This is an optimization exercise on Yosys and OpenROAD, whose aim is small area, a short achievable clock period and few clock cycles, not a production implementation.
Function was checked by simulation only, so behaviour that the tests miss may differ from the original.
Power is estimated from default activity; no workload was simulated.

==> design.v <==
module eadogm_sin_rom (
    input  wire [6:0] index,
    output reg  [6:0] data
);
    always @(*) begin
        case (index)
            7'd0: data = 7'd0;
            7'd1: data = 7'd2;
            7'd2: data = 7'd3;
            7'd3: data = 7'd5;
            7'd4: data = 7'd6;
            7'd5: data = 7'd8;
            7'd6: data = 7'd9;
            7'd7: data = 7'd11;
            7'd8: data = 7'd12;
            7'd9: data = 7'd14;
            7'd10: data = 7'd16;
            7'd11: data = 7'd17;
            7'd12: data = 7'd19;
            7'd13: data = 7'd20;
            7'd14: data = 7'd22;
            7'd15: data = 7'd23;
            7'd16: data = 7'd24;
            7'd17: data = 7'd26;
            7'd18: data = 7'd27;
            7'd19: data = 7'd29;
            7'd20: data = 7'd30;
            7'd21: data = 7'd32;
            7'd22: data = 7'd33;
            7'd23: data = 7'd34;
            7'd24: data = 7'd36;
            7'd25: data = 7'd37;
            7'd26: data = 7'd38;
            7'd27: data = 7'd39;
            7'd28: data = 7'd41;
            7'd29: data = 7'd42;
            7'd30: data = 7'd43;
            7'd31: data = 7'd44;
            7'd32: data = 7'd45;
            7'd33: data = 7'd46;
            7'd34: data = 7'd47;
            7'd35: data = 7'd48;
            7'd36: data = 7'd49;
            7'd37: data = 7'd50;
            7'd38: data = 7'd51;
            7'd39: data = 7'd52;
            7'd40: data = 7'd53;
            7'd41: data = 7'd54;
            7'd42: data = 7'd55;
            7'd43: data = 7'd56;
            7'd44: data = 7'd56;
            7'd45: data = 7'd57;
            7'd46: data = 7'd58;
            7'd47: data = 7'd59;
            7'd48: data = 7'd59;
            7'd49: data = 7'd60;
            7'd50: data = 7'd60;
            7'd51: data = 7'd61;
            7'd52: data = 7'd61;
            7'd53: data = 7'd62;
            7'd54: data = 7'd62;
            7'd55: data = 7'd62;
            7'd56: data = 7'd63;
            7'd57: data = 7'd63;
            7'd58: data = 7'd63;
            7'd59: data = 7'd64;
            7'd60: data = 7'd64;
            7'd61: data = 7'd64;
            7'd62: data = 7'd64;
            7'd63: data = 7'd64;
            7'd64: data = 7'd64;
            7'd65: data = 7'd64;
            7'd66: data = 7'd64;
            7'd67: data = 7'd64;
            7'd68: data = 7'd64;
            7'd69: data = 7'd64;
            7'd70: data = 7'd63;
            7'd71: data = 7'd63;
            7'd72: data = 7'd63;
            7'd73: data = 7'd62;
            7'd74: data = 7'd62;
            7'd75: data = 7'd62;
            7'd76: data = 7'd61;
            7'd77: data = 7'd61;
            7'd78: data = 7'd60;
            7'd79: data = 7'd60;
            7'd80: data = 7'd59;
            7'd81: data = 7'd59;
            7'd82: data = 7'd58;
            7'd83: data = 7'd57;
            7'd84: data = 7'd56;
            7'd85: data = 7'd56;
            7'd86: data = 7'd55;
            7'd87: data = 7'd54;
            7'd88: data = 7'd53;
            7'd89: data = 7'd52;
            7'd90: data = 7'd51;
            7'd91: data = 7'd50;
            7'd92: data = 7'd49;
            7'd93: data = 7'd48;
            7'd94: data = 7'd47;
            7'd95: data = 7'd46;
            7'd96: data = 7'd45;
            7'd97: data = 7'd44;
            7'd98: data = 7'd43;
            7'd99: data = 7'd42;
            7'd100: data = 7'd41;
            7'd101: data = 7'd39;
            7'd102: data = 7'd38;
            7'd103: data = 7'd37;
            7'd104: data = 7'd36;
            7'd105: data = 7'd34;
            7'd106: data = 7'd33;
            7'd107: data = 7'd32;
            7'd108: data = 7'd30;
            7'd109: data = 7'd29;
            7'd110: data = 7'd27;
            7'd111: data = 7'd26;
            7'd112: data = 7'd24;
            7'd113: data = 7'd23;
            7'd114: data = 7'd22;
            7'd115: data = 7'd20;
            7'd116: data = 7'd19;
            7'd117: data = 7'd17;
            7'd118: data = 7'd16;
            7'd119: data = 7'd14;
            7'd120: data = 7'd12;
            7'd121: data = 7'd11;
            7'd122: data = 7'd9;
            7'd123: data = 7'd8;
            7'd124: data = 7'd6;
            7'd125: data = 7'd5;
            7'd126: data = 7'd3;
            7'd127: data = 7'd2;
            default: data = 7'd0;
        endcase
    end
endmodule
module eadogm_glyph_rom (
    input  wire [6:0]  index,
    output reg  [34:0] data
);
    always @(*) begin
        case (index)
            7'd0: data[20:0] = 21'h0;
            7'd1: data[20:0] = 21'h17C000;
            7'd2: data[20:0] = 21'h380;
            7'd3: data[20:0] = 21'h53F94;
            7'd4: data[20:0] = 21'h1FD524;
            7'd5: data[20:0] = 21'h209A3;
            7'd6: data[20:0] = 21'h1564B6;
            7'd7: data[20:0] = 21'hC280;
            7'd8: data[20:0] = 21'h88E00;
            7'd9: data[20:0] = 21'h8A080;
            7'd10: data[20:0] = 21'h71508;
            7'd11: data[20:0] = 21'hF8408;
            7'd12: data[20:0] = 21'hC2800;
            7'd13: data[20:0] = 21'h20408;
            7'd14: data[20:0] = 21'h183000;
            7'd15: data[20:0] = 21'h20820;
            7'd16: data[20:0] = 21'h1268BE;
            7'd17: data[20:0] = 21'h1FE100;
            7'd18: data[20:0] = 21'h1470C2;
            7'd19: data[20:0] = 21'h1160A1;
            7'd20: data[20:0] = 21'h48A18;
            7'd21: data[20:0] = 21'h1162A7;
            7'd22: data[20:0] = 21'h12653C;
            7'd23: data[20:0] = 21'h27881;
            7'd24: data[20:0] = 21'h1264B6;
            7'd25: data[20:0] = 21'h126486;
            7'd26: data[20:0] = 21'hD9B00;
            7'd27: data[20:0] = 21'hDAB00;
            7'd28: data[20:0] = 21'h50400;
            7'd29: data[20:0] = 21'h50A14;
            7'd30: data[20:0] = 21'h51141;
            7'd31: data[20:0] = 21'h144082;
            7'd96: data[20:0] = 21'h1E64B2;
            7'd97: data[20:0] = 21'h448FE;
            7'd98: data[20:0] = 21'h1264FF;
            7'd99: data[20:0] = 21'h1060BE;
            7'd100: data[20:0] = 21'h1060FF;
            7'd101: data[20:0] = 21'h1264FF;
            7'd102: data[20:0] = 21'h244FF;
            7'd103: data[20:0] = 21'h1060BE;
            7'd104: data[20:0] = 21'h2047F;
            7'd105: data[20:0] = 21'h1FE080;
            7'd106: data[20:0] = 21'h106020;
            7'd107: data[20:0] = 21'h5047F;
            7'd108: data[20:0] = 21'h10207F;
            7'd109: data[20:0] = 21'h1017F;
            7'd110: data[20:0] = 21'h2027F;
            7'd111: data[20:0] = 21'h1060BE;
            7'd112: data[20:0] = 21'h244FF;
            7'd113: data[20:0] = 21'h1460BE;
            7'd114: data[20:0] = 21'h644FF;
            7'd115: data[20:0] = 21'h1264C6;
            7'd116: data[20:0] = 21'h1FC081;
            7'd117: data[20:0] = 21'h10203F;
            7'd118: data[20:0] = 21'h10101F;
            7'd119: data[20:0] = 21'h6107F;
            7'd120: data[20:0] = 21'h20A63;
            7'd121: data[20:0] = 21'h1E0203;
            7'd122: data[20:0] = 21'h1268E1;
            7'd123: data[20:0] = 21'h1FC000;
            7'd124: data[20:0] = 21'h20202;
            7'd125: data[20:0] = 21'h1FE0C1;
            7'd126: data[20:0] = 21'h4104;
            7'd127: data[20:0] = 21'h102040;
            7'd64: data[20:0] = 21'h8080;
            7'd65: data[20:0] = 21'h152A20;
            7'd66: data[20:0] = 21'h11247F;
            7'd67: data[20:0] = 21'h112238;
            7'd68: data[20:0] = 21'h112238;
            7'd69: data[20:0] = 21'h152A38;
            7'd70: data[20:0] = 21'h27F08;
            7'd71: data[20:0] = 21'h150A08;
            7'd72: data[20:0] = 21'h1047F;
            7'd73: data[20:0] = 21'h1F6200;
            7'd74: data[20:0] = 21'h112020;
            7'd75: data[20:0] = 21'h43F80;
            7'd76: data[20:0] = 21'h1FE080;
            7'd77: data[20:0] = 21'h6027C;
            7'd78: data[20:0] = 21'h1047C;
            7'd79: data[20:0] = 21'h112238;
            7'd80: data[20:0] = 21'h50A7C;
            7'd81: data[20:0] = 21'h50A08;
            7'd82: data[20:0] = 21'h1047C;
            7'd83: data[20:0] = 21'h152A48;
            7'd84: data[20:0] = 21'h111F84;
            7'd85: data[20:0] = 21'h10203C;
            7'd86: data[20:0] = 21'h10101C;
            7'd87: data[20:0] = 21'hC203C;
            7'd88: data[20:0] = 21'h41444;
            7'd89: data[20:0] = 21'h14280C;
            7'd90: data[20:0] = 21'h153244;
            7'd91: data[20:0] = 21'hD8400;
            7'd92: data[20:0] = 21'h1FC000;
            7'd93: data[20:0] = 21'hDA080;
            7'd94: data[20:0] = 21'hA8408;
            7'd95: data[20:0] = 21'hA8E08;
            default: data[20:0] = 21'h0;
        endcase
    end
    always @(*) begin
        case (index)
            7'd0: data[34:21] = 14'h0;
            7'd1: data[34:21] = 14'h0;
            7'd2: data[34:21] = 14'h7;
            7'd3: data[34:21] = 14'hA7F;
            7'd4: data[34:21] = 14'h92A;
            7'd5: data[34:21] = 14'h3164;
            7'd6: data[34:21] = 14'h2822;
            7'd7: data[34:21] = 14'h0;
            7'd8: data[34:21] = 14'h41;
            7'd9: data[34:21] = 14'h1C;
            7'd10: data[34:21] = 14'h42A;
            7'd11: data[34:21] = 14'h408;
            7'd12: data[34:21] = 14'h0;
            7'd13: data[34:21] = 14'h408;
            7'd14: data[34:21] = 14'h0;
            7'd15: data[34:21] = 14'h104;
            7'd16: data[34:21] = 14'h1F45;
            7'd17: data[34:21] = 14'h40;
            7'd18: data[34:21] = 14'h2349;
            7'd19: data[34:21] = 14'h18CB;
            7'd20: data[34:21] = 14'h87F;
            7'd21: data[34:21] = 14'h1CC5;
            7'd22: data[34:21] = 14'h1849;
            7'd23: data[34:21] = 14'h185;
            7'd24: data[34:21] = 14'h1B49;
            7'd25: data[34:21] = 14'hF29;
            7'd26: data[34:21] = 14'h0;
            7'd27: data[34:21] = 14'h0;
            7'd28: data[34:21] = 14'h20A2;
            7'd29: data[34:21] = 14'hA14;
            7'd30: data[34:21] = 14'h8;
            7'd31: data[34:21] = 14'h309;
            7'd96: data[34:21] = 14'h1F41;
            7'd97: data[34:21] = 14'h3F11;
            7'd98: data[34:21] = 14'h1B49;
            7'd99: data[34:21] = 14'h1141;
            7'd100: data[34:21] = 14'hE22;
            7'd101: data[34:21] = 14'h20C9;
            7'd102: data[34:21] = 14'h81;
            7'd103: data[34:21] = 14'h1951;
            7'd104: data[34:21] = 14'h3F88;
            7'd105: data[34:21] = 14'h41;
            7'd106: data[34:21] = 14'hBF;
            7'd107: data[34:21] = 14'h20A2;
            7'd108: data[34:21] = 14'h2040;
            7'd109: data[34:21] = 14'h3F82;
            7'd110: data[34:21] = 14'h3F90;
            7'd111: data[34:21] = 14'h1F41;
            7'd112: data[34:21] = 14'h309;
            7'd113: data[34:21] = 14'h2F21;
            7'd114: data[34:21] = 14'h2329;
            7'd115: data[34:21] = 14'h18C9;
            7'd116: data[34:21] = 14'h81;
            7'd117: data[34:21] = 14'h1FC0;
            7'd118: data[34:21] = 14'hFA0;
            7'd119: data[34:21] = 14'h3FA0;
            7'd120: data[34:21] = 14'h3194;
            7'd121: data[34:21] = 14'h184;
            7'd122: data[34:21] = 14'h21C5;
            7'd123: data[34:21] = 14'h20C1;
            7'd124: data[34:21] = 14'h1010;
            7'd125: data[34:21] = 14'h0;
            7'd126: data[34:21] = 14'h202;
            7'd127: data[34:21] = 14'h2040;
            7'd64: data[34:21] = 14'h4;
            7'd65: data[34:21] = 14'h3C54;
            7'd66: data[34:21] = 14'h1C44;
            7'd67: data[34:21] = 14'h1044;
            7'd68: data[34:21] = 14'h3FC8;
            7'd69: data[34:21] = 14'hC54;
            7'd70: data[34:21] = 14'h101;
            7'd71: data[34:21] = 14'h1E54;
            7'd72: data[34:21] = 14'h3C04;
            7'd73: data[34:21] = 14'h40;
            7'd74: data[34:21] = 14'h3D;
            7'd75: data[34:21] = 14'h2228;
            7'd76: data[34:21] = 14'h40;
            7'd77: data[34:21] = 14'h3C04;
            7'd78: data[34:21] = 14'h3C04;
            7'd79: data[34:21] = 14'h1C44;
            7'd80: data[34:21] = 14'h414;
            7'd81: data[34:21] = 14'h3E18;
            7'd82: data[34:21] = 14'h404;
            7'd83: data[34:21] = 14'h1054;
            7'd84: data[34:21] = 14'h1040;
            7'd85: data[34:21] = 14'h3E20;
            7'd86: data[34:21] = 14'hE20;
            7'd87: data[34:21] = 14'h1E40;
            7'd88: data[34:21] = 14'h2228;
            7'd89: data[34:21] = 14'h1E50;
            7'd90: data[34:21] = 14'h224C;
            7'd91: data[34:21] = 14'h41;
            7'd92: data[34:21] = 14'h0;
            7'd93: data[34:21] = 14'h8;
            7'd94: data[34:21] = 14'h41C;
            7'd95: data[34:21] = 14'h408;
            default: data[34:21] = 14'h0;
        endcase
    end
endmodule
module eadogm_core (
    input  wire        clk,
    input  wire        rst,
    input  wire        cmd_valid,
    output wire        cmd_ready,
    input  wire [63:0] cmd_word,
    output wire [2:0]  err,
    output wire [3:0]  cur_page,
    output wire [6:0]  cur_col,
    output wire [7:0]  ret,
    output reg         mem_en,
    output reg         mem_we,
    output reg  [9:0]  mem_addr,
    output reg  [7:0]  mem_wdata,
    input  wire [7:0]  mem_rdata
);
    localparam [7:0] MODE_SET   = 8'h73;
    localparam [7:0] MODE_CLEAR = 8'h63;
    localparam [3:0] S_IDLE  = 4'd0;
    localparam [3:0] S_SEG   = 4'd1;
    localparam [3:0] S_WALK  = 4'd2;
    localparam [3:0] S_MUL1  = 4'd3;
    localparam [3:0] S_DIV   = 4'd4;
    localparam [3:0] S_PRIME = 4'd5;
    localparam [3:0] S_TEXT  = 4'd6;
    localparam [3:0] S_LF    = 4'd7;
    localparam [3:0] S_DRAIN = 4'd8;
    localparam [3:0] S_MUL2  = 4'd9;
    localparam [3:0] S_STEPS = 4'd10;
    localparam [3:0] S_DRS   = 4'd11;
    localparam [3:0] S_DEC   = 4'd12;
    function [12:0] rca;
        input [11:0] x;
        input [11:0] y;
        input        ci;
        integer i;
        reg c;
        begin
            c = ci;
            for (i = 0; i < 12; i = i + 1) begin
                rca[i] = x[i] ^ y[i] ^ c;
                c = (x[i] & y[i]) | (c & (x[i] ^ y[i]));
            end
            rca[12] = c;
        end
    endfunction
    function [6:0] inc7;
        input [6:0] x;
        reg [12:0] s;
        begin s = rca({5'd0, x}, 12'd0, 1'b1); inc7 = s[6:0]; end
    endfunction
    function [6:0] dec7;
        input [6:0] x;
        reg [12:0] s;
        begin s = rca({5'd0, x}, {5'd0, 7'h7F}, 1'b0); dec7 = s[6:0]; end
    endfunction
    function ge8;
        input [7:0] x;
        input [7:0] y;
        reg [12:0] s;
        begin s = rca({4'd0, x}, {4'd0, ~y}, 1'b1); ge8 = s[8]; end
    endfunction
    reg [3:0]  state;
    reg [3:0]  state_n;        
    reg        ready_q;        
    reg [2:0]  err_q;
    reg [3:0]  page_q;
    reg [6:0]  col_q;
    reg [7:0]  ret_q;
    assign cmd_ready = ready_q;
    assign err       = err_q;
    assign cur_page  = page_q;
    assign cur_col   = col_q;
    assign ret       = ret_q;
    wire [7:0] w_op = cmd_word[7:0];
    wire [7:0] b0   = cmd_word[15:8];
    wire [7:0] b1   = cmd_word[23:16];
    wire [7:0] b2   = cmd_word[31:24];
    wire [7:0] b3   = cmd_word[39:32];
    wire [7:0] b4   = cmd_word[47:40];
    wire [7:0] b5   = cmd_word[55:48];
    wire [7:0] b6   = cmd_word[63:56];
    wire op_pix    = (w_op == 8'h01);
    wire op_point  = (w_op == 8'h02);
    wire op_hline  = (w_op == 8'h03);
    wire op_vline  = (w_op == 8'h04);
    wire op_line   = (w_op == 8'h05);
    wire op_rect   = (w_op == 8'h06);
    wire op_arc    = (w_op == 8'h07);
    wire op_putc   = (w_op == 8'h08);
    wire op_setpg  = (w_op == 8'h09);
    wire op_setcol = (w_op == 8'h0A);
    wire op_putcat = (w_op == 8'h0B);
    wire op_draw   = op_pix | op_point | op_hline | op_vline | op_line | op_rect | op_arc;
    wire [3:0] op4 = w_op[3:0];
    wire [6:2] byte_set = {b6 == MODE_SET, b5 == MODE_SET, b4 == MODE_SET, b3 == MODE_SET, b2 == MODE_SET};
    wire [6:2] byte_clr = {b6 == MODE_CLEAR, b5 == MODE_CLEAR, b4 == MODE_CLEAR, b3 == MODE_CLEAR, b2 == MODE_CLEAR};
    wire [5:2] byte_tbad = {b5[7:1] != 7'd0, b4[7:1] != 7'd0, b3[7:1] != 7'd0, b2[7:1] != 7'd0};
    reg  w_tbad, w_thick, w_mset, w_mclr;
    always @(*) begin
        case (op4)
            4'h2:       begin w_tbad = byte_tbad[2]; w_thick = b2[0]; w_mset = byte_set[3]; w_mclr = byte_clr[3]; end
            4'h3, 4'h4: begin w_tbad = byte_tbad[3]; w_thick = b3[0]; w_mset = byte_set[4]; w_mclr = byte_clr[4]; end
            4'h5, 4'h6: begin w_tbad = byte_tbad[4]; w_thick = b4[0]; w_mset = byte_set[5]; w_mclr = byte_clr[5]; end
            4'h7:       begin w_tbad = byte_tbad[5]; w_thick = b5[0]; w_mset = byte_set[6]; w_mclr = byte_clr[6]; end
            default:    begin w_tbad = 1'b0;         w_thick = 1'b0;  w_mset = byte_set[2]; w_mclr = byte_clr[2]; end
        endcase
    end
    wire w_mbad = !w_mset && !w_mclr;
    reg [7:0] w_x1, w_y1, w_x2, w_y2;
    always @(*) begin
        case (op4)
            4'h3:    begin w_x1 = b0; w_y1 = b2; w_x2 = b1; w_y2 = b2; end    
            4'h4:    begin w_x1 = b0; w_y1 = b1; w_x2 = b0; w_y2 = b2; end    
            4'h5:    begin w_x1 = b0; w_y1 = b1; w_x2 = b2; w_y2 = b3; end    
            4'h6:    begin w_x1 = b0; w_y1 = b1; w_x2 = b2; w_y2 = b1; end    
            default: begin w_x1 = b1; w_y1 = b0; w_x2 = b1; w_y2 = b0; end    
        endcase
    end
    reg [7:0] a0, a1, a2, a3;
    reg       is_rect, is_arc;
    reg       thick;
    reg       mset;            
    reg [1:0] side;            
    reg       seg_pend;        
    reg       p2_valid;        
    reg [7:0] sx1, sx2;
    reg [6:0] sy1, sy2;
    reg              prev_ok;               
    wire y1_bad = sy1[6];
    wire x1_bad = sx1[7];
    wire y2_bad = sy2[6];
    wire x2_bad = sx2[7];
    wire [2:0] chk_code = y1_bad ? 3'd1 : x1_bad ? 3'd2 : y2_bad ? 3'd1 : x2_bad ? 3'd2 : 3'd0;
    wire       chk_ok   = !(y1_bad | x1_bad | y2_bad | x2_bad);
    wire [6:0] ux1 = sx1[6:0];
    wire [6:0] uy1 = {1'b0, sy1[5:0]};
    wire [6:0] ux2 = sx2[6:0];
    wire [6:0] uy2 = {1'b0, sy2[5:0]};
    wire [7:0] ddx  = {1'b0, ux2} - {1'b0, ux1};
    wire [7:0] ddy  = {1'b0, uy2} - {1'b0, uy1};
    wire [6:0] ndx  = ux1 - ux2;
    wire [6:0] ndy  = uy1 - uy2;
    reg  [6:0] adx, ady;
    reg        xneg, yneg2;                    
    reg        pre_ok;
    wire [7:0] dxy  = {1'b0, adx} - {1'b0, ady};
    wire [6:0] dyx  = ady - adx;
    wire       setup_steep = dxy[7];           
    wire [6:0] minx = xneg  ? ux2 : ux1;
    wire [6:0] maxx = xneg  ? ux1 : ux2;
    wire [6:0] miny = yneg2 ? uy2 : uy1;
    wire [6:0] maxy = yneg2 ? uy1 : uy2;
    wire [6:0] sbn  = xneg  ? uy2 : uy1;       
    wire [6:0] sbs  = yneg2 ? ux2 : ux1;       
    wire       setup_swap = setup_steep ? yneg2 : xneg;
    wire       s_yneg = xneg ^ yneg2;
    wire [6:0] sa1  = setup_steep ? miny : minx;
    wire [6:0] sa2  = setup_steep ? maxy : maxx;
    wire [6:0] sb1  = setup_steep ? sbs : sbn;
    wire [6:0] sdy  = setup_steep ? adx : ady;
    wire [6:0] sdxy = setup_steep ? dyx : dxy[6:0];    
    wire       seg_same   = (ux1 == ux2) && (uy1 == uy2);
    wire       setup_vert = (ux1 == ux2) && (uy1 != uy2);
    wire       s_skipf = is_arc & prev_ok & !setup_swap;
    wire       s_skipl = is_arc & prev_ok & setup_swap;
    wire [6:0] sdx    = setup_steep ? ady : adx;
    wire signed [8:0] s_e0 = {3'b000, sdx[6:1]};
    wire signed [8:0] e1   = s_e0 - $signed({2'b00, sdy});
    wire signed [8:0] e1p  = s_e0 + $signed({2'b00, sdxy});
    wire       e1n_neg = (ady > {1'b0, adx[6:1]});
    wire       e1s_neg = (adx > {1'b0, ady[6:1]});
    wire       e1_neg  = setup_steep ? e1s_neg : e1n_neg;
    wire signed [8:0] s_e1 = e1_neg ? e1p : e1;
    wire [6:0] wyn1   = e1n_neg ? (s_yneg ? dec7(sbn) : inc7(sbn)) : sbn;
    wire [6:0] wys1   = e1s_neg ? (s_yneg ? dec7(sbs) : inc7(sbs)) : sbs;
    wire [6:0] s_wy1  = setup_steep ? wys1 : wyn1;
    wire [6:0] s_wx1  = inc7(sa1);
    wire [6:0] s_wxe1 = dec7(sa2);
    wire seg_avail = is_arc ? p2_valid : seg_pend;
    reg  [7:0] nx;                  
    reg  [6:0] ny;
    reg        p3_valid;
    reg  [7:0] qx;                  
    reg  [6:0] qy;
    reg        p4_valid;
    reg [7:0] rx1, ry1, rx2, ry2;
    always @(*) begin
        case (side)
            2'd0:    begin rx1 = a0; ry1 = a3; rx2 = a2; ry2 = a3; end    
            2'd1:    begin rx1 = a0; ry1 = a1; rx2 = a0; ry2 = a3; end    
            default: begin rx1 = a2; ry1 = a1; rx2 = a2; ry2 = a3; end    
        endcase
    end
    reg [6:0]        wx, wxe, wy, wdy, wdxy;
    reg signed [8:0] werr;
    reg              steep, vert, yneg, wfirst;
    reg [4:0]        wdone;
    wire [6:0] prow = steep ? wx : wy;
    wire [6:0] pcol = steep ? wy : wx;
    wire [2:0] pg   = prow[5:3];
    wire       page_last = (wxe[5:3] == wx[5:3]);
    wire       is_last = vert ? page_last : (wx == wxe);
    wire [7:0] bit_r = 8'd1 << prow[2:0];
    wire [7:0] run_m = (8'hFF << wx[2:0]) & (8'hFF >> (page_last ? ~wxe[2:0] : 3'd0));
    wire [7:0] row_m = vert ? run_m : bit_r;
    wire [6:0] rowm = dec7(prow);
    wire [6:0] rowp = inc7(wxe);             
    wire [6:0] colm = dec7(pcol);
    wire [6:0] colp = inc7(pcol);
    reg [4:0] wvec;
    always @(*) begin
        wvec[0] = 1'b1;
        wvec[1] = thick & (steep ? (pcol != 7'd0)   : ((prow[2:0] == 3'd0) && (prow != 7'd0)));
        wvec[2] = thick & (steep ? (pcol != 7'd127) : ((prow[2:0] == 3'd7) && (prow != 7'd63)));
        wvec[3] = thick & wfirst  & (steep ? (prow != 7'd0)  : (pcol != 7'd0));
        wvec[4] = thick & is_last & (steep ? (wxe != 7'd63) : (pcol != 7'd127));
    end
    wire [4:0] wpend = wvec & ~wdone;
    wire [4:0] wsel  = wpend & (~wpend + 5'd1);
    wire [4:0] wmore = wpend & ~wsel;
    reg [9:0] w_addr;
    reg [7:0] w_mask;
    always @(*) begin
        w_addr = {pg, pcol};
        w_mask = (thick & !steep) ? (bit_r | {bit_r[6:0], 1'b0} | {1'b0, bit_r[7:1]}) : row_m;
        if (wsel[1]) begin
            if (steep) begin w_addr = {pg, colm}; w_mask = row_m; end
            else       begin w_addr = {rowm[5:3], pcol}; w_mask = 8'h80; end
        end
        if (wsel[2]) begin
            if (steep) begin w_addr = {pg, colp}; w_mask = row_m; end
            else       begin w_addr = {pg + 3'd1, pcol}; w_mask = 8'h01; end
        end
        if (wsel[3]) begin
            if (steep) begin w_addr = {rowm[5:3], pcol}; w_mask = 8'd1 << rowm[2:0]; end
            else       begin w_addr = {pg, colm}; w_mask = bit_r; end
        end
        if (wsel[4]) begin
            if (steep) begin w_addr = {rowp[5:3], pcol}; w_mask = 8'd1 << rowp[2:0]; end
            else       begin w_addr = {pg, colp}; w_mask = bit_r; end
        end
    end
    wire [8:0]  err_sub_s = werr - {2'b00, wdy};
    wire [8:0]  err_add_s = werr + {2'b00, wdxy};
    wire        err_neg   = err_sub_s[8];
    wire [6:0]  wx_inc    = inc7(wx);
    wire [6:0]  wy_step   = yneg ? dec7(wy) : inc7(wy);
    reg [8:0]  dw;             
    reg [16:0] acc;            
    reg [11:0] stp;            
    reg [8:0]  dq;             
    reg [9:0]  dr;             
    reg [3:0]  cnt;
    reg [8:0]  aq;             
    reg [9:0]  arem;           
    reg        adv_ok;         
    reg        fin;            
    reg [2:0]  sp;             
    reg [6:0]  mag_q;
    reg        neg_q;
    wire [14:0] prod_q = acc[14:0];
    wire        negp_q = acc[15];
    wire [7:0]  w_d8 = b4 - b3;
    wire [8:0]  w_dw = {w_d8 == 8'd0, w_d8};
    wire [8:0]  mul1_b = (cnt == 4'd2) ? (dw[6] ? {1'b0, a2} : 9'd0) : (dw[7] ? {a2, 1'b0} : 9'd0);
    wire [10:0] mul1_s = acc[16:6] + {2'd0, mul1_b};
    reg  [10:0] d201;
    always @(*) begin
        case (acc[2:0])
            3'd0:    d201 = 11'd0;
            3'd1:    d201 = 11'd201;
            3'd2:    d201 = 11'd402;
            3'd3:    d201 = 11'd603;
            3'd4:    d201 = 11'd804;
            3'd5:    d201 = 11'd1005;
            3'd6:    d201 = 11'd1206;
            default: d201 = 11'd1407;
        endcase
    end
    wire [10:0] mul2_s = {3'd0, stp[11:4]} + d201;
    wire [9:0]  steps  = stp[9:0];
    wire [10:0] div_t  = {dr, acc[16]};       
    wire [11:0] div_s  = {1'b0, div_t} - {2'b00, steps};
    wire        div_ge = !div_s[11];
    wire [11:0] drs_s  = {2'd0, dr} - {2'd0, steps};
    wire [11:0] arem_a = {2'd0, arem} + {2'd0, dr};
    wire [11:0] arem_b = {2'd0, arem} + stp;              
    wire        arem_ge = !arem_b[11];
    wire [8:0]  aq_dq  = aq + dq;
    wire [8:0]  aq_dq1 = aq + dq + 9'd1;
    wire [7:0]  ang_dq  = a3 + dq[7:0];
    wire [7:0]  ang_dq1 = a3 + dq[7:0] + 8'd1;
    wire [8:0]  aq_nx  = arem_ge ? aq_dq1 : aq_dq;
    wire [7:0]  ang_nx = arem_ge ? ang_dq1 : ang_dq;
    wire [6:0] sin_idx = sp[0] ? {~a3[6], a3[5:0]} : a3[6:0];
    wire [6:0] sin_mag;
    eadogm_sin_rom u_sin_rom (.index(sin_idx), .data(sin_mag));
    wire       cos_neg = a3[7] ^ a3[6];
    wire [13:0] prod6 = a2 * mag_q[5:0];
    wire [14:0] prod  = mag_q[6] ? {1'b0, a2, 6'd0} : {1'b0, prod6};
    wire [9:0]  pt    = {1'b0, prod_q[14:6]};
    wire [7:0]  ccent = (sp == 3'd3) ? a0 : a1;
    wire [9:0]  smp_v = {2'd0, ccent} + (negp_q ? ~pt : pt) + {9'd0, negp_q & (prod_q[5:0] == 6'd0)};
    wire [7:0]  smp_x = {smp_v[9] | (smp_v[8:7] != 2'd0), smp_v[6:0]};
    wire [6:0]  smp_y = {smp_v[9] | (smp_v[8:6] != 3'd0), smp_v[5:0]};
    wire [6:0] tcode  = wdxy;         
    wire [6:0] tg     = tcode ^ 7'h20;    
    wire [2:0] tpage  = wy[2:0];
    wire [6:0] tcol   = wx;
    wire [2:0] tshift = wxe[2:0];
    wire [2:0] tk     = wdy[2:0];
    wire       tspill = wfirst;
    wire [34:0] glyph_word;
    eadogm_glyph_rom u_glyph_rom (.index(tg), .data(glyph_word));
    reg  [6:0]  glyph_byte;
    always @(*) begin
        case (tk)
            3'd0:    glyph_byte = glyph_word[6:0];
            3'd1:    glyph_byte = glyph_word[13:7];
            3'd2:    glyph_byte = glyph_word[20:14];
            3'd3:    glyph_byte = glyph_word[27:21];
            default: glyph_byte = glyph_word[34:28];
        endcase
    end
    wire [14:0] gshift = {8'd0, glyph_byte} << tshift;
    wire [7:0]  t_mask = tspill ? {1'b0, gshift[14:8]} : gshift[7:0];
    wire [12:0] tcol_s = rca({5'd0, tcol}, {9'd0, tk}, 1'b0);
    wire [9:0]  t_addr = {tspill ? (tpage + 3'd1) : tpage, tcol_s[6:0]};
    wire [3:0] norm_page  = (page_q == 4'd8) ? 4'd0 : page_q;
    wire       col_wrap   = (col_q > 7'd121);
    wire [3:0] wrap_page  = col_wrap ? (norm_page + 4'd1) : norm_page;
    wire [3:0] glyph_page = (wrap_page == 4'd8) ? 4'd0 : wrap_page;
    wire [6:0] glyph_col  = col_wrap ? 7'd0 : col_q;
    wire [12:0] gcol6_s   = rca({5'd0, glyph_col}, 12'd6, 1'b0);
    reg        d_putc, d_setpg, d_setcol, d_putcat, d_draw;
    reg        tbad_q, mbad_q;
    wire       d_arc = is_arc;
    wire char0_bad = (a0[7:5] == 3'd0) || a0[7];
    wire char2_bad = (a2[7:5] == 3'd0) || a2[7];
    wire is_lf      = (a0 == 8'h0A);
    wire putc_glyph = d_putc && !is_lf && !char0_bad;
    wire setpg_ok   = d_setpg && (a0[7:3] == 5'd0);
    wire setcol_ok  = d_setcol && !ge8(a0, 8'd121);
    wire putcat_ok  = d_putcat && !ge8(a0, 8'd57) && !ge8(a1, 8'd121) && !char2_bad;
    wire draw_ok    = d_draw && !tbad_q && !mbad_q;
    reg  [2:0] dec_err;
    always @(*) begin
        dec_err = 3'd0;
        if (d_draw) dec_err = tbad_q ? 3'd5 : mbad_q ? 3'd4 : 3'd0;
        if (d_putc && !is_lf && char0_bad) dec_err = 3'd6;
        if (d_setpg && !setpg_ok) dec_err = 3'd3;
        if (d_setcol && !setcol_ok) dec_err = 3'd2;
        if (d_putcat) dec_err = ge8(a0, 8'd57) ? 3'd1 : ge8(a1, 8'd121) ? 3'd2 : char2_bad ? 3'd6 : 3'd0;
        if (!(d_draw | d_putc | d_setpg | d_setcol | d_putcat)) dec_err = 3'd7;
    end
    reg        ib_valid;
    reg [9:0]  ib_addr;
    reg [7:0]  ib_mask;
    reg [3:0]  cv, crd;
    reg [9:0]  ca0, ca1, ca2, ca3;
    reg [7:0]  cm0, cm1, cm2, cm3;
    reg [1:0]  head, rp, tail;
    reg [2:0]  count;
    reg        rd_p1, rd_p2;    
    wire [9:0] ca_head = (head == 2'd0) ? ca0 : (head == 2'd1) ? ca1 : (head == 2'd2) ? ca2 : ca3;
    wire [7:0] cm_head = (head == 2'd0) ? cm0 : (head == 2'd1) ? cm1 : (head == 2'd2) ? cm2 : cm3;
    wire [9:0] ca_rp   = (rp == 2'd0) ? ca0 : (rp == 2'd1) ? ca1 : (rp == 2'd2) ? ca2 : ca3;
    wire [3:0] head_oh = 4'd1 << head;
    wire [3:0] rp_oh   = 4'd1 << rp;
    wire [3:0] tail_oh = 4'd1 << tail;
    wire       retire_rd = rd_p2;
    wire [7:0] newdata   = mset ? (mem_rdata | cm_head) : (mem_rdata & ~cm_head);
    wire       wr_need   = retire_rd && (|(cm_head & (mset ? ~mem_rdata : mem_rdata)));
    wire       dwrite    = !rd_p2 && (rp == head) && (|(head_oh & cv & ~crd)) &&
                           (|(head_oh & {&cm3, &cm2, &cm1, &cm0}));
    wire       retire    = retire_rd | dwrite;
    wire       ib_zero   = (ib_mask == 8'd0);
    wire [3:0] hit_vec   = cv & ~(retire_rd ? head_oh : 4'd0) &
                           {ca3 == ib_addr, ca2 == ib_addr, ca1 == ib_addr, ca0 == ib_addr};
    wire       hit       = |hit_vec;
    wire       ib_take   = ib_valid && (ib_zero || hit || (count != 3'd4));
    wire       alloc     = ib_valid && !ib_zero && !hit && (count != 3'd4);
    wire       buf_free  = !ib_valid || (count != 3'd4);
    wire       rp_ready  = |(rp_oh & cv & ~crd);
    wire       slot_free = !dwrite && (state != S_LF);
    wire       rd_pre    = slot_free && rp_ready;
    wire       byp_pre   = slot_free && alloc && (rp == tail);
    wire       do_read   = rd_pre && !wr_need;
    wire       byp_read  = byp_pre && !wr_need;
    wire       alt_en    = (state == S_LF) || dwrite || rd_pre || byp_pre;
    wire       alt_we    = (state == S_LF) || dwrite;
    wire [9:0] alt_addr  = (state == S_LF) ? {tpage, tcol} : dwrite ? ca_head : rd_pre ? ca_rp : ib_addr;
    wire [7:0] alt_wdata = {8{mset && (state != S_LF)}};
    wire [2:0] count_nx  = count + {2'd0, alloc} - {2'd0, retire};
    reg        g_emit;
    reg [9:0]  g_addr;
    reg [7:0]  g_mask;
    always @(*) begin
        g_emit = 1'b0;
        g_addr = w_addr;
        g_mask = w_mask;
        if (state == S_WALK) begin
            g_emit = 1'b1;
        end else if (state == S_TEXT) begin
            g_emit = 1'b1;
            g_addr = t_addr;
            g_mask = t_mask;
        end
    end
    wire g_go = !g_emit || buf_free;    
    wire walk_end = (state == S_WALK) && buf_free && !thick && is_last;
    wire seg_go   = ((state == S_SEG) || walk_end) && seg_avail && pre_ok;
    wire p2_consume = (seg_go && is_arc) || ((state == S_PRIME) && p2_valid);
    wire p3_take    = p3_valid && (!p2_valid || p2_consume);
    wire p4_take    = p4_valid && !p3_valid;                  
    wire q_busy     = p3_valid || p4_valid;
    wire sxy_wr     = (ready_q && cmd_valid) || seg_go ||
                      ((state == S_PRIME) && p2_valid) || p3_take;
    wire seg_draw = chk_ok && !(is_arc && prev_ok && seg_same);
    always @(posedge clk) begin
        if (rst) begin
            cv       <= 4'd0;
            crd      <= 4'd0;
            head     <= 2'd0;
            rp       <= 2'd0;
            tail     <= 2'd0;
            count    <= 3'd0;
            rd_p1    <= 1'b0;
            rd_p2    <= 1'b0;
            ib_valid <= 1'b0;
            mem_en   <= 1'b0;
            mem_we   <= 1'b0;
        end else begin
            rd_p1 <= do_read | byp_read;
            rd_p2 <= rd_p1;
            count <= count_nx;
            mem_en    <= wr_need | alt_en;
            mem_we    <= wr_need | alt_we;
            mem_addr  <= wr_need ? ca_head : alt_addr;
            mem_wdata <= wr_need ? newdata : alt_wdata;
            if (hit_vec[0] && ib_valid && !ib_zero) cm0 <= cm0 | ib_mask;
            if (hit_vec[1] && ib_valid && !ib_zero) cm1 <= cm1 | ib_mask;
            if (hit_vec[2] && ib_valid && !ib_zero) cm2 <= cm2 | ib_mask;
            if (hit_vec[3] && ib_valid && !ib_zero) cm3 <= cm3 | ib_mask;
            if (alloc) begin
                case (tail)
                    2'd0: begin ca0 <= ib_addr; cm0 <= ib_mask; end
                    2'd1: begin ca1 <= ib_addr; cm1 <= ib_mask; end
                    2'd2: begin ca2 <= ib_addr; cm2 <= ib_mask; end
                    default: begin ca3 <= ib_addr; cm3 <= ib_mask; end
                endcase
                tail <= tail + 2'd1;
            end
            if (do_read | byp_read | dwrite) rp <= rp + 2'd1;
            if (retire) head <= head + 2'd1;
            cv  <= (cv & ~(retire ? head_oh : 4'd0)) | (alloc ? tail_oh : 4'd0);
            crd <= (crd & ~(retire ? head_oh : 4'd0) & ~(alloc ? tail_oh : 4'd0)) |
                   (do_read ? rp_oh : 4'd0) | (byp_read ? tail_oh : 4'd0);
            if (g_emit && buf_free) begin
                ib_valid <= 1'b1;
                ib_addr  <= g_addr;
                ib_mask  <= g_mask;
            end else if (ib_take) begin
                ib_valid <= 1'b0;
            end
        end
    end
    always @(posedge clk) begin
        if (rst) begin
            state    <= S_IDLE;
            ready_q  <= 1'b1;
            err_q    <= 3'd0;
            page_q   <= 4'd0;
            col_q    <= 7'd0;
            ret_q    <= 8'd0;
            sp       <= 3'd0;
            p2_valid <= 1'b0;
            p3_valid <= 1'b0;
            p4_valid <= 1'b0;
            seg_pend <= 1'b0;
            pre_ok   <= 1'b0;
        end else begin
            state_n = state;
            adx    <= ddx[7] ? ndx : ddx[6:0];
            ady    <= ddy[7] ? ndy : ddy[6:0];
            xneg   <= ddx[7];
            yneg2  <= ddy[7];
            pre_ok <= !sxy_wr;
            if (p3_take) begin
                sx2      <= nx;
                sy2      <= ny;
                p2_valid <= 1'b1;
            end else if (p2_consume) begin
                p2_valid <= 1'b0;
            end
            if (p4_take) begin
                nx       <= qx;
                ny       <= qy;
                p3_valid <= 1'b1;
                p4_valid <= 1'b0;
            end else if (p3_take) begin
                p3_valid <= 1'b0;
            end
            if (sp == 3'd1) begin
                mag_q <= sin_mag;
                neg_q <= cos_neg;
                sp    <= 3'd2;
            end else if (sp == 3'd2) begin
                if (adv_ok) begin
                    acc[15:0] <= {neg_q, prod};
                    mag_q <= sin_mag;
                    neg_q <= a3[7];
                    aq    <= aq_nx;
                    a3    <= ang_nx;
                    arem  <= arem_ge ? arem_b[9:0] : arem_a[9:0];
                    fin   <= (aq == dw);
                    sp    <= 3'd3;
                end
            end else if (sp == 3'd3) begin
                if (!p4_valid || !p3_valid) begin    
                    qx    <= smp_x;
                    acc[15:0] <= {neg_q, prod};
                    mag_q <= sin_mag;
                    neg_q <= cos_neg;
                    sp    <= 3'd4;
                end
            end else if (sp == 3'd4) begin
                qy       <= smp_y;
                p4_valid <= 1'b1;
                acc[15:0] <= {neg_q, prod};
                mag_q    <= sin_mag;
                neg_q    <= a3[7];
                aq       <= aq_nx;
                a3       <= ang_nx;
                arem     <= arem_ge ? arem_b[9:0] : arem_a[9:0];
                fin      <= (aq == dw);
                sp       <= fin ? 3'd0 : 3'd3;
            end
            if (seg_go) begin
                if (is_arc) begin
                    sx1      <= sx2;
                    sy1      <= sy2;
                    prev_ok  <= chk_ok;
                end else if (is_rect && side != 2'd3) begin
                    side <= side + 2'd1;
                    sx1 <= rx1; sy1 <= {ry1[7:6] != 2'd0, ry1[5:0]};
                    sx2 <= rx2; sy2 <= {ry2[7:6] != 2'd0, ry2[5:0]};
                end else begin
                    seg_pend <= 1'b0;
                end
                if (!chk_ok && err_q == 3'd0) err_q <= chk_code;
                steep <= setup_steep;
                vert  <= setup_vert;
                wxe   <= s_skipl ? s_wxe1 : sa2;
                wdy   <= sdy;
                wdxy  <= sdxy;
                yneg  <= s_yneg;
                wdone <= 5'd0;
                if (s_skipf) begin
                    wfirst <= 1'b0;
                    wx     <= s_wx1;
                    wy     <= s_wy1;
                    werr   <= s_e1;
                end else begin
                    wfirst <= 1'b1;
                    wx     <= sa1;
                    wy     <= sb1;
                    werr   <= s_e0;
                end
            end
            case (state)
                S_IDLE: begin
                    if (cmd_valid) begin
                        a0 <= b0; a1 <= b1; a2 <= b2; a3 <= b3;
                        d_putc   <= op_putc;
                        d_setpg  <= op_setpg;
                        d_setcol <= op_setcol;
                        d_putcat <= op_putcat;
                        d_draw   <= op_draw;
                        tbad_q   <= w_tbad;
                        mbad_q   <= w_mbad;
                        is_rect  <= op_rect;
                        is_arc   <= op_arc;
                        thick    <= w_thick;
                        mset     <= w_mset;       
                        side     <= 2'd0;
                        prev_ok  <= 1'b0;
                        seg_pend <= 1'b1;
                        dw       <= w_dw;
                        sx1 <= w_x1; sy1 <= {w_y1[7:6] != 2'd0, w_y1[5:0]};
                        sx2 <= w_x2; sy2 <= {w_y2[7:6] != 2'd0, w_y2[5:0]};
                        state_n = S_DEC;
                    end
                end
                S_DEC: begin
                    acc    <= 17'd0;
                    cnt    <= 4'd0;
                    aq     <= 9'd0;
                    arem   <= 10'd0;
                    adv_ok <= 1'b0;
                    wdxy   <= d_putc ? a0[6:0] : a2[6:0];
                    wdy    <= 7'd0;
                    wfirst <= 1'b0;
                    wxe    <= {4'd0, d_putc ? 3'd0 : a0[2:0]};
                    wy     <= {4'd0, !d_putc ? a0[5:3] : is_lf ? norm_page[2:0] : glyph_page[2:0]};
                    wx     <= !d_putc ? a1[6:0] : is_lf ? col_q : glyph_col;
                    err_q  <= dec_err;
                    if (!d_draw) mset <= 1'b1;   
                    sp     <= 3'd0;
                    if (d_putc)                 ret_q  <= a0;
                    if (putc_glyph | setpg_ok)  page_q <= d_putc ? glyph_page : a0[3:0];
                    if (putc_glyph | setcol_ok) col_q  <= d_putc ? gcol6_s[6:0] : a0[6:0];
                    if (draw_ok)                     state_n = d_arc ? S_MUL1 : S_SEG;
                    else if (d_putc && is_lf)        state_n = S_LF;
                    else if (putc_glyph | putcat_ok) state_n = S_TEXT;
                    else                             state_n = S_IDLE;
                end
                S_MUL1: begin
                    cnt <= cnt + 4'd1;
                    if (cnt == 4'd0) begin
                        mag_q <= {1'b0, dw[5:0]};
                    end else if (cnt == 4'd1) begin
                        acc <= {2'b00, prod};
                    end else if (cnt == 4'd2) begin
                        acc <= {mul1_s[10:0], acc[5:0]};
                    end else begin
                        acc   <= dw[8] ? {1'b0, a2, 8'd0} : {mul1_s[10:0], acc[5:0]};
                        stp   <= 12'd0;
                        cnt   <= 4'd0;
                        sp    <= 3'd1;          
                        state_n = S_MUL2;
                    end
                end
                S_MUL2: begin
                    stp <= {mul2_s[10:3], mul2_s[2:0], stp[3]};
                    acc <= {3'b000, acc[16:3]};
                    cnt <= cnt + 4'd1;
                    if (cnt == 4'd5) state_n = S_STEPS;
                end
                S_STEPS: begin
                    if (stp[9:0] == 10'd0) stp <= 12'd1;
                    acc   <= {dw, 8'd0};
                    dr    <= 10'd0;
                    dq    <= 9'd0;
                    cnt   <= 4'd0;
                    state_n = S_DIV;
                end
                S_DIV: begin
                    dr  <= div_ge ? div_s[9:0] : div_t[9:0];
                    dq  <= {dq[7:0], div_ge};
                    acc <= {acc[15:0], 1'b0};
                    cnt <= cnt + 4'd1;
                    if (cnt == 4'd8) state_n = S_DRS;
                end
                S_DRS: begin
                    stp    <= drs_s[11:0];
                    adv_ok <= 1'b1;
                    state_n  = S_PRIME;
                end
                S_PRIME: begin
                    if (p2_valid) begin
                        sx1 <= sx2;
                        sy1 <= sy2;
                        state_n = S_SEG;
                    end
                end
                S_SEG: begin
                    if (seg_avail) begin
                        if (seg_go && seg_draw) state_n = S_WALK;
                    end else if (!is_arc || (sp == 3'd0 && !q_busy)) begin
                        state_n = S_DRAIN;
                    end
                end
                S_WALK: begin
                    if (buf_free) begin
                        if (wmore != 5'd0) begin
                            wdone <= wdone | wsel;
                        end else if (is_last) begin
                            if (!seg_avail && !(is_arc && (sp != 3'd0 || q_busy))) state_n = S_DRAIN;
                            else if (!(seg_go && seg_draw))                        state_n = S_SEG;
                        end else begin
                            wdone  <= 5'd0;
                            wfirst <= 1'b0;
                            if (vert) begin
                                wx <= {wx[6:3] + 4'd1, 3'b000};
                            end else begin
                                wx <= wx_inc;
                                if (err_neg) begin
                                    wy   <= wy_step;
                                    werr <= err_add_s[8:0];
                                end else begin
                                    werr <= err_sub_s[8:0];
                                end
                            end
                        end
                    end
                end
                S_TEXT: begin
                    if (g_go) begin
                        if (!tspill && tshift != 3'd0) begin
                            wfirst <= 1'b1;
                        end else begin
                            wfirst <= 1'b0;
                            wdy    <= {4'd0, tk + 3'd1};
                            if (tk == 3'd4) state_n = S_DRAIN;
                        end
                    end
                end
                S_LF: begin
                    wx <= wx_inc;
                    if (tcol == 7'd127) begin
                        page_q <= {1'b0, tpage} + 4'd1;
                        col_q  <= 7'd0;
                        state_n  = S_DRAIN;
                    end
                end
                S_DRAIN: begin
                    if (!ib_valid && (count == 3'd0)) state_n = S_IDLE;
                end
                default: state_n = S_IDLE;
            endcase
            state   <= state_n;
            ready_q <= (state_n == S_IDLE);
        end
    end
endmodule
==> run.sh <==
#!/bin/bash
# synth_recipe.tcl (not shown) runs the flow's synth.tcl, then flattens the netlist and writes it again
# the make line also repeats each setting of config.mk as NAME=value (left out here)
make -C /OpenROAD-flow-scripts/flow DESIGN_CONFIG=/design/flow/config.mk WORK_HOME=/design/flow/orfs CLKGATE_MAP_FILE= SYNTH_SCRIPT=/design/flow/synth_recipe.tcl finish
==> config.mk <==
export PLATFORM = sky130hd
export DESIGN_NAME = eadogm_core
export DESIGN_NICKNAME = eadogm_core
export VERILOG_FILES = /design/flow/design.v
export SDC_FILE = /design/flow/constraint.sdc
export NUM_CORES = 4
export LEC_CHECK = 0
export CAP_MARGIN = 60
export CORE_MARGIN = 2
export CORE_UTILIZATION = 40
export PLACE_DENSITY = 0.6
export SLEW_MARGIN = 70
==> constraint.sdc <==
create_clock -name core_clock -period 12.0 [get_ports {clk}]
set_input_delay 2.4000 -clock core_clock [delete_from_list [all_inputs] [get_ports {clk}]]
set_output_delay 2.4000 -clock core_clock [all_outputs]
set_load 0.01 [all_outputs]
==> impl_metrics.json <==
{
  "crit_path_start_kind": "primary input",
  "drc_errors": 0,
  "synth_top_cell_area_share_pct": 27.1,
  "hold_ws_ns": 0.421,
  "portBuffers": 117,
  "wl_per_cell_um": 23.7,
  "grt_pass1_vias": 36710,
  "start_util_pct": 40.5,
  "worstPathMaxFanout": 12,
  "synth_top_family_by_area": "compound AO/OA/AOI/OAI gates",
  "maxCapViolCount": 0,
  "ant_nets": 0,
  "crit_path_end": "mset$_SDFFCE_PP1P_",
  "ir_drop_mv": 0.129,
  "yosys-top-cells-area": "edfxtp_1 (27%), ha_1 (9.6%), a21oi_1 (4.8%)",
  "area_growth_pct": 13.9,
  "grt_pass1_wl_um": 226000,
  "synth_flop_cell": "edfxtp_1",
  "ctsRootBufferMaster": "clkbuf_16",
  "dieArea_um2": 106000,
  "worstSetupEndpointType": "register",
  "coreArea_um2": 102000,
  "rsz0062_at_grt": "false",
  "synth_seq_cells": 430,
  "syn-num-nets": 5322,
  "wl_um": 149000,
  "finClkSkew_ns": 0.0348,
  "fin_setup_tns_ns": 0,
  "cts_resized": 0,
  "stdcell_area_um2": 47000,
  "yosysMostFrequentCell": "nor2_1",
  "syn_area_um2": 41300,
  "synth_top_area_cell": "edfxtp_1",
  "synth_mux_area_share_pct": 5.84,
  "rows": 117,
  "synth_edf_count": 373,
  "synth_compound_area_share_pct": 23.8,
  "clk_pin_slew_worst_paths_ns": 0.06,
  "syn-instance-count": 4882,
  "synthAdderAreaFrac_pct": 12.0,
  "die_w_um": 325,
  "max_freq_ghz": 0.197,
  "cts_buffers": 53,
  "vias_per_cell": 6.21,
  "yosys.area_share.simple_pct": 17.4,
  "slew_viol_final": 0,
  "vias": 39110,
  "clk_path_buf_depth": 3,
  "grt_use_total_pct": 27.1,
  "cp.arrival_ns": 5.44,
  "setup_viol": 0,
  "p_leak_nw": 18.3,
  "dp_hpwl_um": 110000,
  "antennaDiodeCount": 0,
  "grt_max_degree": 74,
  "slew_headroom_pct": 65.5,
  "synth_xor_area_share_pct": 4.93,
  "cts.htree.levels": 2,
  "synth_cell_type_count": 105,
  "overflow": 0,
  "required_ns": 12.35,
  "yosysSeqAreaShare_pct": 29.9,
  "detail_route.first_pass.iterations": 9,
  "ios": 118,
  "status": "no timing/DRC/antenna violations",
  "clk_latency_ns": 0.64,
  "synth.top_cells.by_count": "nor2_1 (425), nand2_1 (405), a21oi_1 (400)",
  "critPathLaunch": "cmd_word[3]",
  "period_minus_slack_ns": 5.08,
  "ys_async_sr_fraction_pct": 0,
  "worstMarginPinSlew_ns": 0.517,
  "yosysWarnings": 3,
  "worstHoldPathType": "reg -> reg",
  "r2r_cells": 21,
  "ctsHoldBuffers": 0,
  "r2r_end": "werr[5]$_DFFE_PN_",
  "layout.nets": 5331,
  "p_per_area_nw_per_um2": 140,
  "hold_violations": 0,
  "syn_area_per_cell_um2": 8.46,
  "crit_type": "in -> reg",
  "reg2reg_from": "adx[1]$_DFFE_PN_",
  "period_share_pct": 42.4,
  "clkSinkCount": 430,
  "place_area_um2": 44700,
  "cts_setup_buffers": 0,
  "drt_iter0_markers": 4848,
  "place_congestion": 1.02,
  "r2r_setup_slack_ns": 7.21,
  "cts_tree": "built",
  "antenna_found_initial": 2,
  "die_y_um": 325,
  "drive_gt1_share_pct": 10.9
}
-- per-stage QoR --
| stage | worst slack (ns) | utilization (%) | cells | total power [mW] |
|---|---|---|---|---|
| after floorplan | 5.63 | - | 4882 | 3.89 |
| after global placement | 6.46 | 42.6 | 6116 | 4.61 |
| after detailed placement | 6.31 | 43.8 | 6186 | 4.75 |
| after CTS | 6.97 | 45.7 | 6284 | 6.56 |
| after global routing | 6.77 | 46.1 | 6302 | 6.99 |
| final | 6.92 | 46.1 | 6302 | 6.61 |
-- how the worst min path moves through the flow --
stage	slack, ns	start	end	cells past startpoint
5_1_grt	0.42	qy[5]$_DFFE_PP_	ny[5]$_DFFE_PP_	0
3_5_place_dp	0.40	qy[1]$_DFFE_PP_	ny[1]$_DFFE_PP_	0
3_3_place_gp	0.40	qy[2]$_DFFE_PP_	ny[2]$_DFFE_PP_	0
2_1_floorplan	0.40	qx[0]$_DFFE_PP_	nx[0]$_DFFE_PP_	0
6_report	0.42	qy[6]$_DFFE_PP_	ny[6]$_DFFE_PP_	0
4_1_cts	0.42	qy[1]$_DFFE_PP_	ny[1]$_DFFE_PP_	0
-- sequential cells by signal (all words and copies together), names as in the netlist, 10 cells and up --
register	count
acc	17
arem	10
ca0	10
ca1	10
ca2	10
ca3	10
dr	10
ib_addr	10
mem_addr	10
stp	12
-- cells by family (layout without fill, tap and decap cells) --
| kind of cell | Yosys count | in the layout |
|---|---|---|
| DFF | 430 | 430 |
| and+or+nand+nor | 1493 | 1493 |
| AOI/OAI and AO/OA | 1513 | 1513 |
| muxes | 231 | 231 |
| adders and majority gates | 368 | 368 |
| buffers and inverters | 617 | 669 |
| xor gates and xnor gates | 230 | 230 |
-- final cells by class --
class | count | area (um2)
Fill cell | 9824 | 55000
Multi-Input combinational cell | 3835 | 27400
Sequential cell | 430 | 12300
Timing Repair Buffer | 295 | 2610
Tap cell | 1368 | 1710
Clock buffer | 67 | 1500
Inverter | 276 | 1060
Clock inverter | 31 | 413
-- layer usage --
metal  share of wire [%]  GRT usage [%]  up-vias
met5                   0              0        -
met4                 4.1           9.92        0
met3                 9.2           4.02      344
met2                  44           41.9     2003
met1                  43           38.4    18716
li1                    -              -    18047
-- layout by cell type, fill, tap and decap left out, types with 47 or more instances in the layout --
cell type / instances
a211oi_1: 78
a21o_1: 54
a21oi_1: 389
a22oi_1: 54
a31oi_1: 74
and2_1: 65
buf_2: 47
buf_4: 87
clkbuf_16: 56
clkdlybuf4s50_1: 115
dfxtp_1: 53
edfxtp_1: 373
fa_1: 49
ha_1: 306
inv_1: 265
mux2i_1: 183
nand2_1: 387
nand2b_1: 56
nand3_1: 96
nor2_1: 399
nor2b_1: 94
nor3_1: 91
o211ai_1: 58
o21ai_0: 327
xnor2_1: 149
xor2_1: 77
-- where the power goes --
part | switching (mW) | internal, mW
logic | 1.71 | 1.16
clock network | 0.725 | 1.07
registers | 0.153 | 1.79
total | 2.59 | 4.02
-- worst max-delay path, cell delays in order --
cell and delay [ns]:
clkdlybuf4s50_1 0.68, nand2b_1 0.37, nor3_2 0.07, buf_1 0.16, or2_2 0.42, a222oi_1 0.46, inv_1 0.07, o21ai_0 0.13
o21ai_0 0.10, a211o_1 0.31, o311ai_1 0.10, o21ai_0 0.15
Testbench counts, summed over its fixed seeds: cycles 251,059.

[re-timing with driven ports]
In the flow no input, the clock included, has a driving cell. The finished layout below was timed again as built, in two steps.
Step 1 (the two cells are an assumption about what drives the block):
set clk [get_ports {clk}]
set_driving_cell -lib_cell sky130_fd_sc_hd__clkbuf_16 $clk
set_driving_cell -lib_cell sky130_fd_sc_hd__buf_2 [delete_from_list [all_inputs] $clk]
Step 2 moves the port delays by t, midway between the first and last clock arrival at a register: inputs arrive t later, outputs are due t later. That takes back most of the time a late clock gives input paths.
a / b / c = no drivers / after step 1 / after step 2; a / b = the first two.
shift t [ns]: 0.692
setup slack, ns: 6.918 / 6.966 / 6.275
worst register clock-pin slew, ns: 0.08 / 0.08
After both steps this run still meets setup and hold. The setup slack of this run moves by +0.048 ns with the drivers and by -0.643 ns with both steps.
